Source: an optimization exercise on an open RTL-to-GDS flow (aim: small area, a short achievable clock period and few clock cycles). Production flows keep margins and buffers that such runs may drop. In this exercise RTL edits were held to simulation tests only and were not proved equivalent to the original.

==> run a <==
==> flow/design.v (excerpt) <==
module hbx (
    input  wire        clk,
    input  wire        rst,       
    input  wire        req,
    input  wire        we,
    input  wire [7:0]  addr,
    input  wire [1:0]  size,
    input  wire [31:0] wdata,
    output wire [31:0] rdata,
    output wire        resp,      
    output wire        ack,
    output wire        irq
);
    localparam [31:0] ID_VALUE    = 32'h48425831;
    localparam [31:0] PARAM_VALUE = 32'h01098020;
    localparam [9:0]  P_STATUS    = {8'h0C, 2'd2};
    reg          ctrl_ie;
    reg          busy, done, bvalid, svalid, gvalid, wbusy;
    reg  [2:0]   err;              
    reg  [31:0]  cmd;
    reg          cmd_v;            
    reg  [5:0]   hex_len;
    reg  [255:0] hex_data;
    reg  [7:0]   hex_v;            
    reg  [7:0]   bwidth;           
    reg  [127:0] bits;             
    reg  [15:0]  sfrm;             
    reg  [63:0]  gfrm;             
    reg  [2:0]   eng;              
    reg  [23:0]  sd_lat, sd_lon;   
  ...
Settings: LEC_CHECK=0, ABC_AREA=1, CAP_MARGIN=30, CORE_MARGIN=2, CORE_UTILIZATION=40, CTS_BUF_LIST=sky130_fd_sc_hd__clkbuf_4 sky130_fd_sc_hd__clkbuf_8, SLEW_MARGIN=20; clock period 50.0 ns.
standard.sh (not shown) runs the stock make flow with config.mk's settings and CLKGATE_MAP_FILE= SYNTH_SCRIPT=/design/flow/synth_recipe.tcl, a recipe that flattens the netlist after the stock synthesis.
==> flow/flow/run.sh <==
#!/bin/bash
# The standard layout, with the port buffers in a faster cell (buf_4)
# instead of the cell buffer_ports picks by default. Every port is still
# buffered; nothing else changes. The full output goes to flow.log.
set -o pipefail
export BUFFER_PORTS_ARGS="-buffer_cell sky130_fd_sc_hd__buf_4"
bash standard.sh > flow.log 2>&1
==> inputs of run b, as changes to run a <==
--- a/flow/design.v
+++ b/flow/design.v
@@ -934,15 +934,15 @@
     wire w_able   = (addr[7:5] == 3'b001) ||
                     (addr[7:5] == 3'b000 && (addr[4:3] == 2'b01 || addr[4:3] == 2'b10));
     wire rd_req   = req && !we;
     wire hit      = pf_valid && ({addr, size} == pred);
     wire wr_ok    = req && we && !slverr;
     wire wr_input = wr_ok && (addr[7:2] == 6'h04 || addr[7:2] == 6'h05 || addr[7:5] == 3'b001);
     wire rd_done  = rd_req && hit;
-    assign ack   = we | hit;           
+    assign ack   = !(rd_req && !hit);
     assign resp  = we ? (bad_form || !w_able) : pf_resp;
     assign rdata = pf_data;
     assign irq   = done & ctrl_ie;
     wire [3:0] op        = cmd[3:0];
     wire [7:0] cmd_width = cmd[15:8];
     wire       rsv_ok    = (cmd[31:16] == 16'd0) && (cmd[7:4] == 4'd0);
     wire       nowid     = (cmd_width == 8'd0);
CTS_BUF_LIST = unset   (was sky130_fd_sc_hd__clkbuf_4 sky130_fd_sc_hd__clkbuf_8)
==> run notes <==
quantity                                                run a       run b
Result of the run                    timing/DRC/antenna clean  timing/DRC/antenna clean
Nets in the synthesized netlist                          8307        8197
Floorplan core area                                142000 um2  141000 um2
Adder-cell share of the synthesized area                9.44%       9.51%
Total global routing track utilization                  42.3%       41.7%
Launch point of the worst hold path                     cmd_v     cmd[10]
Share of the core filled with cells                     44.4%       44.3%
Clock buffers and inverters, area share                 4.33%       4.60%
Router iterations before antenna repair                     9           6
Total number of vias                                    61900       61300
Clock Latency Late Sink                                950 ps      770 ps
Sequential area share after synthesis                   32.0%       32.2%
Largest net degree at the start of global routing         141         115
Xor/xnor cell area share of the yosys netlist           2.92%       2.85%
Final antenna diode count                                  11           7
Post-detail-place hpwl                              254000 um   249000 um
Mux share of post-synthesis cell area                  0.632%      0.920%
Peak per-stage delay on the critical path              750 ps      340 ps
Number of cells on the critical path                       10           8
Testbench counts of run a, summed over its fixed seeds: cycles 20,843.
Testbench counts of run b, summed over its fixed seeds: cycles 20,843.

* * *

==> build 52 <==
hbx with an RTL version that a note above also has.
// hbx
module hbx (
    input  wire        clk,
    input  wire        rst,       
    input  wire        req,
    input  wire        we,
    input  wire [7:0]  addr,
    input  wire [1:0]  size,
    input  wire [31:0] wdata,
    output wire [31:0] rdata,
    output wire        resp,      
    output wire        ack,
    output wire        irq
);
    localparam [31:0] ID_VALUE    = 32'h48425831;
    localparam [31:0] PARAM_VALUE = 32'h01098020;
    localparam [9:0]  P_STATUS    = {8'h0C, 2'd2};
    reg          ctrl_ie;
    reg          busy, done, bvalid, svalid, gvalid, wbusy;
    reg  [2:0]   err;              
    reg  [31:0]  cmd;
    reg          cmd_v;            
    reg  [5:0]   hex_len;
    reg  [255:0] hex_data;
    reg  [7:0]   hex_v;            
    reg  [7:0]   bwidth;           
    reg  [127:0] bits;             
    reg  [15:0]  sfrm;             
    reg  [63:0]  gfrm;             
    reg  [2:0]   eng;              
    reg  [23:0]  sd_lat, sd_lon;   
    reg  [31:0]  pf_data;          
    reg  [9:0]   pred;             
    reg          pf_resp;          
    reg          pf_valid;
    reg [1:0] acc;
    always @(*) begin
        casez (addr[7:2])
            6'h00, 6'h01:                 acc = 2'd1;    
            6'h02, 6'h03, 6'h04, 6'h05:   acc = 2'd2;    
            6'b001???:                    acc = 2'd2;    
            6'h10, 6'h11:                 acc = 2'd1;    
            6'h14, 6'h15, 6'h16, 6'h17:   acc = 2'd1;    
            6'h18:                        acc = 2'd1;    
  ...
clock: 50.0 ns
lec_check: 0
abc_area: 1
cap_margin: 30
core_margin: 2
core_utilization: 40
slew_margin: 20
run.sh (not shown) runs the stock make flow with config.mk's settings and CLKGATE_MAP_FILE= SYNTH_SCRIPT=/design/flow/synth_recipe.tcl, a recipe that flattens the netlist after the stock synthesis.
Stock flow here: none of the scripts above is used.
==> trial 84 (differences from build 52) <==
--- a/flow/design.v
+++ b/flow/design.v
@@ -933,17 +933,17 @@
     wire slverr   = bad_form || (acc == 2'd0) || (we && acc == 2'd1);
     wire w_able   = (addr[7:5] == 3'b001) ||
                     (addr[7:5] == 3'b000 && (addr[4:3] == 2'b01 || addr[4:3] == 2'b10));
     wire rd_req   = req && !we;
     wire hit      = pf_valid && ({addr, size} == pred);
     wire wr_ok    = req && we && !slverr;
     wire wr_input = wr_ok && (addr[7:2] == 6'h04 || addr[7:2] == 6'h05 || addr[7:5] == 3'b001);
     wire rd_done  = rd_req && hit;
-    assign ack   = !(rd_req && !hit);
+    assign ack   = we | hit;           
     assign resp  = we ? (bad_form || !w_able) : pf_resp;
     assign rdata = pf_data;
     assign irq   = done & ctrl_ie;
     wire [3:0] op        = cmd[3:0];
     wire [7:0] cmd_width = cmd[15:8];
     wire       rsv_ok    = (cmd[31:16] == 16'd0) && (cmd[7:4] == 4'd0);
     wire       nowid     = (cmd_width == 8'd0);
     wire       is_conv   = rsv_ok && op == 4'h1;
==> flow/flow/run.sh (new file) <==
#!/bin/bash
# The standard layout, with the port buffers in a faster cell (buf_4)
# instead of the cell buffer_ports picks by default. Every port is still
# buffered; nothing else changes. The full output goes to flow.log.
set -o pipefail
export BUFFER_PORTS_ARGS="-buffer_cell sky130_fd_sc_hd__buf_4"
bash standard.sh > flow.log 2>&1
==> flow/standard.sh (new file) <==
#!/bin/bash
# synth_recipe.tcl (not shown) runs the flow's synth.tcl, then flattens the netlist and writes it again
# the make line also repeats each setting of config.mk as NAME=value (left out here)
make -C /OpenROAD-flow-scripts/flow DESIGN_CONFIG=/design/flow/config.mk WORK_HOME=/design/flow/orfs CLKGATE_MAP_FILE= SYNTH_SCRIPT=/design/flow/synth_recipe.tcl "${@:-finish}"
removed: flow/run.sh
==> qor summary <==
item	trial 84	build 52
Status	timing/DRC/antenna clean	timing/DRC/antenna clean
Portion of the clock cycle consumed by the worst path in the final layout	0.440	0.445
Upper clock frequency limit	0.0455 GHz	0.0449 GHz
Most frequent CP cell	buf_4	nand2_1
Die Height	382 um	380 um
Multi-input gates	5,578	5,510
Final setup slack of the worst path	28.02 ns	27.74 ns
Synth unique cells	73	70
Worst slew slack as a fraction of its limit	0.231	0.173
Clock latency (worst-skew pair)	0.76 ns	0.75 ns
Area share of fa/ha/maj cells after synthesis	0.0944	0.0951
Non-filler cells in the finished layout	9,845	9,687
Flop-to-flop setup slack	32.06 ns	31.03 ns
Total routed wire length on the met1 layer	120 mm	113 mm
Max stage delay cell, worst path	buf_4	clkdlybuf4s50_1
Number of ordinary inverters in the final layout	1,306	1,263
Testbench counts of build 52, summed over its fixed seeds: cycles 20,843.
Testbench counts of trial 84, summed over its fixed seeds: cycles 20,843.

## port drivers added, routing unchanged
No port has a modelled driver above. Below, the same layouts with a new extraction and two added sets of constraints. Step 1, drivers: a clkbuf_16 drives clk and a buf_2 each remaining input, both assumed. Step 2 moves the port delays by t, midway between the first and last clock arrival at a register: inputs arrive t later, outputs are due t later. That takes back most of the time a late clock gives input paths. Three values: no drivers, after step 1, after step 2; two values: the first two.
| run | t, ns | setup WS [ns] | clock arrival spread, ns | worst slew at a driven data input, ns |
|---|---|---|---|---|
| run a | 0.990 | 28.024 / 27.997 / 27.997 | 0.091 / 0.090 | 0.04 |
| run b | 0.809 | 28.691 / 28.664 / 28.664 | 0.094 / 0.094 | 0.04 |
| build 52 | 0.788 | 27.738 / 27.714 / 27.714 | 0.084 / 0.085 | 0.05 |
| trial 84 | 0.810 | 28.022 / 27.995 / 27.995 | 0.080 / 0.081 | 0.04 |
After both steps every run listed still meets setup and hold.
